This is an optimization exercise on Yosys and OpenROAD, whose aim is small area, not a production implementation.
The RTL was checked by simulation tests, not by an equivalence proof against the original design.
Power figures rest on the tool's default switching activity, not on a simulated workload.

File: flow/config.mk
export PLATFORM = sky130hd
export DESIGN_NAME = irtx
export DESIGN_NICKNAME = irtx
export VERILOG_FILES = /design/flow/design.v
export SDC_FILE = /design/flow/constraint.sdc
export NUM_CORES = 4
export LEC_CHECK = 0
export CAP_MARGIN = 20
export CORE_MARGIN = 2
export CORE_UTILIZATION = 40
export SLEW_MARGIN = 20
File: flow/constraint.sdc
create_clock -name core_clock -period 10.0 [get_ports {clk}]
set_input_delay 2.0000 -clock core_clock [delete_from_list [all_inputs] [get_ports {clk}]]
set_output_delay 2.0000 -clock core_clock [all_outputs]
set_load 0.01 [all_outputs]
File: flow/design.v
module irtx (
    input  wire        clk,
    input  wire        rst,         
    input  wire        cmd_valid,
    input  wire [39:0] cmd_word,
    input  wire [3:0]  trig,
    output wire        ir_out,
    output wire        busy,
    output wire        cmd_ready
);
    localparam [31:0] MS_T_HIGH       = 32'd13;
    localparam [31:0] MS_T_LOW        = 32'd13;
    localparam [15:0] MS_START_PULSES = 16'd346;
    localparam [31:0] MS_START_SPACE  = 32'd4500;
    localparam [15:0] MS_MARK_PULSES  = 16'd22;
    localparam [31:0] MS_SPACE_ZERO   = 32'd562;
    localparam [31:0] MS_SPACE_ONE    = 32'd1686;
    localparam [15:0] MS_STOP_PULSES  = 16'd22;
    localparam [31:0] PC_T_HIGH       = 32'd12;
    localparam [31:0] PC_T_LOW        = 32'd13;
    localparam [15:0] PC_START_PULSES = 16'd96;
    localparam [15:0] PC_ZERO_PULSES  = 16'd24;
    localparam [15:0] PC_ONE_PULSES   = 16'd48;
    localparam [31:0] PC_INTER_BIT    = 32'd600;
    localparam [4:0]  PC_CMD_BITS     = 5'd7;
    localparam [4:0]  PC_ADDR_BITS    = 5'd5;
    localparam [4:0]  MS_BITS         = 5'd8;
    localparam [16:0] CMDTAB0 = {1'b0, 8'h02, 8'h04};
    localparam [16:0] CMDTAB1 = {1'b0, 8'h03, 8'h04};
    localparam [16:0] CMDTAB2 = {1'b1, 8'h15, 8'h01};
    localparam [16:0] CMDTAB3 = {1'b0, 8'h3C, 8'hA5};
    localparam [3:0] ST_IDLE   = 4'd0;
    localparam [3:0] ST_START  = 4'd1;
    localparam [3:0] ST_ADDR   = 4'd2;
    localparam [3:0] ST_ADDRC  = 4'd3;
    localparam [3:0] ST_CMD    = 4'd4;
    localparam [3:0] ST_CMDC   = 4'd5;
    localparam [3:0] ST_STOP   = 4'd6;
    localparam [3:0] ST_CARR   = 4'd7;
    localparam [3:0] ST_SPACE  = 4'd8;
    localparam [1:0] PH_GAP  = 2'd0;
    localparam [1:0] PH_HIGH = 2'd1;
    localparam [1:0] PH_LOW  = 2'd2;
    reg [3:0]  st;
    reg [1:0]  ph;
    reg [31:0] tcnt;
    reg [15:0] pcnt;
    reg [4:0]  bcnt;
    reg [7:0]  sh;         
    reg [7:0]  areg;       
    reg [7:0]  creg;       
    reg        strat;
    reg        gsel;
    assign ir_out    = (ph == PH_HIGH);    
    assign busy      = (st != ST_IDLE);
    assign cmd_ready = (st == ST_IDLE);
    reg        sel_valid;
    reg [39:0] sel_word;
    always @(*) begin
        sel_valid = 1'b1;
        if (cmd_valid)
            sel_word = cmd_word;
        else if (trig[0])
            sel_word = {8'h40, 16'h0000, 16'd0};
        else if (trig[1])
            sel_word = {8'h40, 16'h0000, 16'd1};
        else if (trig[2])
            sel_word = {8'h40, 16'h0000, 16'd2};
        else if (trig[3])
            sel_word = {8'h40, 16'h0000, 16'd3};
        else begin
            sel_valid = 1'b0;
            sel_word  = 40'd0;
        end
    end
    wire [7:0]  sel_op = sel_word[39:32];
    wire [15:0] sel_a  = sel_word[31:16];
    wire [15:0] sel_b  = sel_word[15:0];
    reg [16:0] tab_entry;
    always @(*) begin
        case (sel_b[1:0])
            2'd0:    tab_entry = CMDTAB0;
            2'd1:    tab_entry = CMDTAB1;
            2'd2:    tab_entry = CMDTAB2;
            default: tab_entry = CMDTAB3;
        endcase
    end
    reg [3:0]  n_st;
    reg [1:0]  n_ph;
    reg [31:0] n_tcnt;
    reg [15:0] n_pcnt;
    reg [4:0]  n_bcnt;
    reg [7:0]  n_sh;
    reg [7:0]  n_areg;
    reg [7:0]  n_creg;
    reg        n_strat;
    reg        n_gsel;
    reg        tx_go;
    reg        tx_s;
    reg [7:0]  tx_a;
    reg [7:0]  tx_c;
    reg        fld_go;
    reg [3:0]  fld_st;
    reg [7:0]  fld_v;      
    reg [4:0]  fld_w;
    reg        to_reset;
    reg [31:0] gap;
    reg        cell_end;
    wire [31:0] th_cur = gsel ? PC_T_HIGH : MS_T_HIGH;
    wire [31:0] tl_cur = gsel ? PC_T_LOW  : MS_T_LOW;
    wire [7:0]  sh_nxt = sh >> 1;
    wire [4:0]  bcnt_nxt = bcnt - 5'd1;
    always @(*) begin
        n_st    = st;
        n_ph    = ph;
        n_tcnt  = tcnt;
        n_pcnt  = pcnt;
        n_bcnt  = bcnt;
        n_sh    = sh;
        n_areg  = areg;
        n_creg  = creg;
        n_strat = strat;
        n_gsel  = gsel;
        tx_go    = 1'b0;
        tx_s     = 1'b0;
        tx_a     = 8'd0;
        tx_c     = 8'd0;
        fld_go   = 1'b0;
        fld_st   = ST_IDLE;
        fld_v    = 8'd0;
        fld_w    = 5'd0;
        to_reset = 1'b0;
        gap      = 32'd0;
        cell_end = 1'b0;
        if (st == ST_IDLE) begin
            if (sel_valid) begin
                if (sel_op == 8'h10 && sel_a == 16'd0) begin
                    if (sel_b != 16'd0) begin
                        n_st   = ST_CARR;
                        n_gsel = 1'b0;
                        n_pcnt = sel_b;
                        n_ph   = PH_HIGH;
                        n_tcnt = MS_T_HIGH;
                    end
                end else if (sel_op == 8'h11 && sel_a == 16'd0) begin
                    if (sel_b != 16'd0) begin
                        n_st   = ST_CARR;
                        n_gsel = 1'b1;
                        n_pcnt = sel_b;
                        n_ph   = PH_HIGH;
                        n_tcnt = PC_T_HIGH;
                    end
                end else if (sel_op == 8'h20) begin
                    if ({sel_a, sel_b} != 32'd0) begin
                        n_st   = ST_SPACE;
                        n_ph   = PH_GAP;
                        n_tcnt = {sel_a, sel_b};
                    end
                end else if (sel_op == 8'h30 || sel_op == 8'h31) begin
                    tx_go = 1'b1;
                    tx_s  = sel_op[0];
                    tx_a  = sel_a[7:0];
                    tx_c  = sel_b[7:0];
                end else if (sel_op == 8'h40 && sel_a == 16'd0 && sel_b < 16'd4) begin
                    tx_go = 1'b1;
                    tx_s  = tab_entry[16];
                    tx_a  = tab_entry[7:0];
                    tx_c  = tab_entry[15:8];
                end
            end
        end else if (tcnt > 32'd1) begin
            n_tcnt = tcnt - 32'd1;
        end else begin
            case (ph)
                PH_HIGH: begin
                    n_ph   = PH_LOW;
                    n_tcnt = tl_cur;
                end
                PH_LOW: begin
                    if (pcnt > 16'd1) begin
                        n_pcnt = pcnt - 16'd1;
                        n_ph   = PH_HIGH;
                        n_tcnt = th_cur;
                    end else begin
                        case (st)
                            ST_START:
                                gap = strat ? PC_INTER_BIT : MS_START_SPACE;
                            ST_ADDR, ST_ADDRC, ST_CMD, ST_CMDC:
                                gap = strat ? PC_INTER_BIT
                                            : (sh[0] ? MS_SPACE_ONE : MS_SPACE_ZERO);
                            default:
                                gap = 32'd0;
                        endcase
                        if (gap != 32'd0) begin
                            n_ph   = PH_GAP;
                            n_tcnt = gap;
                        end else begin
                            cell_end = 1'b1;
                        end
                    end
                end
                default: begin  
                    cell_end = 1'b1;
                end
            endcase
            if (cell_end) begin
                case (st)
                    ST_START: begin
                        fld_go = 1'b1;
                        if (strat) begin
                            fld_st = ST_CMD;
                            fld_v  = creg & ((8'd1 << PC_CMD_BITS) - 8'd1);
                            fld_w  = PC_CMD_BITS;
                        end else begin
                            fld_st = ST_ADDR;
                            fld_v  = areg;
                            fld_w  = MS_BITS;
                        end
                    end
                    ST_ADDR, ST_ADDRC, ST_CMD, ST_CMDC: begin
                        if (bcnt_nxt != 5'd0) begin
                            n_sh   = sh_nxt;
                            n_bcnt = bcnt_nxt;
                            n_pcnt = strat ? (sh_nxt[0] ? PC_ONE_PULSES : PC_ZERO_PULSES)
                                           : MS_MARK_PULSES;
                            n_ph   = PH_HIGH;
                            n_tcnt = th_cur;
                        end else if (!strat) begin
                            case (st)
                                ST_ADDR: begin
                                    fld_go = 1'b1;
                                    fld_st = ST_ADDRC;
                                    fld_v  = ~areg;
                                    fld_w  = MS_BITS;
                                end
                                ST_ADDRC: begin
                                    fld_go = 1'b1;
                                    fld_st = ST_CMD;
                                    fld_v  = creg;
                                    fld_w  = MS_BITS;
                                end
                                ST_CMD: begin
                                    fld_go = 1'b1;
                                    fld_st = ST_CMDC;
                                    fld_v  = ~creg;
                                    fld_w  = MS_BITS;
                                end
                                default: begin  
                                    if (MS_STOP_PULSES != 16'd0) begin
                                        n_st   = ST_STOP;
                                        n_pcnt = MS_STOP_PULSES;
                                        n_ph   = PH_HIGH;
                                        n_tcnt = MS_T_HIGH;
                                    end else begin
                                        to_reset = 1'b1;
                                    end
                                end
                            endcase
                        end else begin
                            if (st == ST_CMD) begin
                                fld_go = 1'b1;
                                fld_st = ST_ADDR;
                                fld_v  = areg & ((8'd1 << PC_ADDR_BITS) - 8'd1);
                                fld_w  = PC_ADDR_BITS;
                            end else begin
                                to_reset = 1'b1;
                            end
                        end
                    end
                    default: begin  
                        to_reset = 1'b1;
                    end
                endcase
            end
        end
        if (tx_go) begin
            n_st    = ST_START;
            n_strat = tx_s;
            n_gsel  = tx_s;
            n_areg  = tx_a;
            n_creg  = tx_c;
            n_pcnt  = tx_s ? PC_START_PULSES : MS_START_PULSES;
            n_ph    = PH_HIGH;
            n_tcnt  = tx_s ? PC_T_HIGH : MS_T_HIGH;
        end
        if (fld_go) begin
            n_st   = fld_st;
            n_sh   = fld_v;
            n_bcnt = fld_w;
            n_pcnt = strat ? (fld_v[0] ? PC_ONE_PULSES : PC_ZERO_PULSES)
                           : MS_MARK_PULSES;
            n_ph   = PH_HIGH;
            n_tcnt = th_cur;
        end
        if (to_reset) begin
            n_st = ST_IDLE;
            n_ph = PH_GAP;
        end
    end
    always @(posedge clk) begin
        if (rst) begin
            st <= ST_IDLE;
            ph <= PH_GAP;
        end else begin
            st <= n_st;
            ph <= n_ph;
        end
        tcnt  <= n_tcnt;
        pcnt  <= n_pcnt;
        bcnt  <= n_bcnt;
        sh    <= n_sh;
        areg  <= n_areg;
        creg  <= n_creg;
        strat <= n_strat;
        gsel  <= n_gsel;
    end
endmodule
File: flow/run.sh
#!/bin/bash
# synth_recipe.tcl (not shown) runs the flow's synth.tcl, then flattens the netlist and writes it again
# the make line also repeats each setting of config.mk as NAME=value (left out here)
make -C /OpenROAD-flow-scripts/flow DESIGN_CONFIG=/design/flow/config.mk WORK_HOME=/design/flow/orfs CLKGATE_MAP_FILE= SYNTH_SCRIPT=/design/flow/synth_recipe.tcl finish
==> results.ini <==
[grt]
antenna_found_initial = 0
grt_pass1_wl_microns = 32400
track_usage = 0.252
overflow = 0
grt_pass1_vias = 5806
grt_max_degree = 43

[floorplanning]
die_w_microns = 129
die_area_sq_um = 16700
initial_core_util = 0.411
die_y_microns = 129
fp-row-count = 45
io_pins = 50
coreArea_sq_um = 15300

[place]
numPortBuffers = 49
dpl_cell_area_sq_um = 6930
gp_congestion = 0.961
dp_hpwl_microns = 15300
dp_cells = 960

[route]
num_vias = 6112
post_drt_wl_per_cell_microns = 21.0
drc = 0
wl_microns = 20500
firstDrtPassIters = 6
ant_nets = 0
drt-initial-drc-count = 597
vias_per_cell = 6.26

[layout]
drive_above_1_share = 0.0601
layout.nets = 819
fin_cells = 976
final_area_sq_um = 7270
nFillCells = 1479
area_growth_pct = 15.9
diodes = 0
fin_util = 0.477

[logic_synthesis]
synth_fp_nets = 791
synth_seq_area_share = 0.397
synth.top_cell.area_share = 0.378
yosysTopAreaCell = edfxtp_1
synth_edf_count = 79
synth.area.top_cells = edfxtp_1, nor2_1, a21oi_1
ys_types = 68
syn_inst = 732
syn_area_per_cell_sq_um = 8.57
yosysWarnings = 1
synth-async-reset-ratio = 0
ys_ff_latch = 85
syn_area_sq_um = 6270
synth-main-ff-cell = edfxtp_1

[setup_path]
crit_arrival_ns = 5.63
path_class = primary input to register
r2r.worst_path.cells = 7
reg2reg_from = tcnt[10]
crit_path_start_kind = primary input
r2r_end = tcnt[0]
crit_required_ns = 9.98
end_kind = register
crit_fanout = 28
rrSetupSlack_ns = 5.52

[sta]
worst_pin_slew_ns = 1.09
final.setup.tns_ns = 0
min_period_over_period = 0.565
rsz0062_at_grt = no
relSlewSlack = 0.267
max_freq_mhz = 177
final.min_clock_period_ns = 5.65
drv_slew = 0
final-setup-viol-count = 0
fin_skew_ns = 0.0103
hold_violations = 0

[clock_tree]
cts_hold_buffers = 0
clk_latency_ns = 0.36
clkSlewWorstSetupHoldPaths_ns = 0.07
cts-root-buf = clkbuf_16
tritoncts = yes
ctsHtreeMaxLevel = 3
clk_path_buf_depth = 2
clkSinkCount = 85
numCtsBuffers = 9
postCtsSetupRepairBufs = 0
ctsResizeCount = 0

[min_path]
hold_path_class = register to register
hold_depth = 2
hold_end = sh[3]
min-delay-start = sh[4]

[power]
seq_power_share = 0.345
switching_power_mw = 1.04
peakVddDrop_uv = 207
comb_power_share = 0.484
switching_share = 0.463
p_leak_nw = 2.56
p_int_mw = 1.21
power_frac_clock = 0.171
power_density_nw_per_um2 = 310

[status]
status = timing/DRC/antenna clean

[job]
maxCapViolations = 0

-- cells in the mapped netlist (12+ instances only) --
cell and number:
or4_1 20, ha_1 12, o21ai_0 34, nand2_1 61, inv_1 24, nor2_1 102, a22oi_1 28, or3_1 12
clkbuf_1 31, xor2_1 30, nor3_1 26, a21oi_1 62, o22ai_1 12, nor4_1 23, edfxtp_1 79
-- area by class of cell --
| class | count | area (sq um) | share of cell area |
|---|---|---|---|
| Clock buffer | 9 | 225 | 0.0310 |
| Clock inverter | 7 | 105 | 0.0144 |
| Inverter | 24 | 90.1 | 0.0124 |
| Multi-Input combinational cell | 583 | 3550 | 0.488 |
| Sequential cell | 85 | 2490 | 0.343 |
| Tap cell | 211 | 264 | 0.0363 |
| Timing Repair Buffer | 57 | 551 | 0.0757 |
-- worst max-delay path, stage by stage --
cell             delay (ns)
clkdlybuf4s50_1        1.14
nor4bb_1               0.61
and3_1                 0.46
a21oi_1                0.17
a21oi_1                0.23
buf_4                  0.25
a21boi_0               0.77
-- kinds of logic (layout without fill, tap and decap cells) --
| logic type | Yosys count | count (layout) | share of synthesized area |
|---|---|---|---|
| AND/OR/NAND/NOR | 316 | 316 | 0.255 |
| AO/OA/AOI/OAI | 212 | 212 | 0.223 |
| flip-flops | 85 | 85 | 0.397 |
| buffers and inverters | 64 | 97 | 0.0407 |
| XOR/XNOR | 41 | 41 | 0.0572 |
| adder cells (fa/ha/maj) | 12 | 12 | 0.0239 |
| multiplexers | 2 | 2 | 0.00339 |
-- flip-flops by register name, summed over array words and instances, names as in the netlist --
| name | flops |
|---|---|
| areg | 8 |
| pcnt | 16 |
| tcnt | 32 |
| sh | 8 |
| ph | 2 |
| strat | 1 |
| st | 4 |
| gsel | 1 |
| creg | 8 |
| bcnt | 5 |
-- layer usage --
metal | global-route usage | wire [microns] | vias up
met4 | 0.0946 | 661 | 0
li1 | - | - | 2832
met2 | 0.403 | 9450 | 292
met5 | 0 | 0 | -
met3 | 0.0429 | 1540 | 45
met1 | 0.344 | 8860 | 2943
-- cell usage in the layout (no fill, tap or decap), types with 5 or more instances in the layout --
cell and n:
a22oi_1 28, nor2b_1 10, or2_2 6, xor2_1 30
or4_1 20, a22o_1 9, nor4_1 23, xnor2_1 11
nor3_1 26, nand3_1 10, nor2_1 101, o22ai_1 12
a31oi_1 7, buf_4 8, clkdlybuf4s50_1 49, and3_1 8
o31ai_1 5, or3_1 12, clkbuf_16 9, o211ai_1 6
ha_1 12, o21ai_0 34, inv_1 24, a21oi_1 62
dfxtp_1 6, nand4_1 11, nand2_1 61, edfxtp_1 79
-- worst max-delay path by stage --
stage | startpoint | to | slack [ns]
global placement | cmd_valid | pcnt[3] | 4.05
CTS | cmd_valid | pcnt[5] | 4.38
global route | cmd_valid | pcnt[5] | 4.01
finish | cmd_valid | pcnt[5] | 4.35
floorplan | cmd_word[29] | tcnt[0] | 4.53
detailed placement | cmd_valid | pcnt[2] | 4.02
-- power by group through the flow --
stage	combinational [mW]	sequential, mW	clock, mW
floorplan	0.769	0.714	0
global placement	1.06	0.771	0
detailed placement	1.06	0.777	0
CTS	1.07	0.770	0.390
global route	1.19	0.796	0.404
finish	1.09	0.777	0.385
-- per-stage QoR --
step | power, mW | hold WS (ns) | setup slack [ns]
after floorplan | 1.48 | 0.481 | 4.53
after global placement | 1.83 | 0.508 | 4.05
after detailed placement | 1.84 | 0.520 | 4.02
after CTS | 2.23 | 0.534 | 4.38
after global routing | 2.39 | 0.561 | 4.01
final | 2.25 | 0.533 | 4.35

## static timing again, ports no longer ideal
The flow's constraints put no driver on any port. The routed layout listed below was extracted and timed again, unchanged, in two steps. Step 1 sets driving cells, clkbuf_16 on the clock port and buf_2 on the other inputs (assumed; they add their load-dependent delay and slew). Step 2 times the ports against the registers' clock, not the clock port: input delays grow and output delays shrink by t, the midpoint of the rising clock arrivals with the driver on. Three values: ideal ports, drivers, drivers and shift; two values: the first two.
t (ns): 0.402
slack for setup (ns): 4.350 / 4.367 / 3.964
hold slack, ns: 0.533 / 0.533 / 0.533
latest minus earliest clock arrival (ns): 0.010 / 0.011
slew at the worst register clock pin (ns): 0.07 / 0.07
After both steps this run still meets setup and hold. The setup slack of this run moves by +0.017 ns with the drivers and by -0.386 ns with both steps.
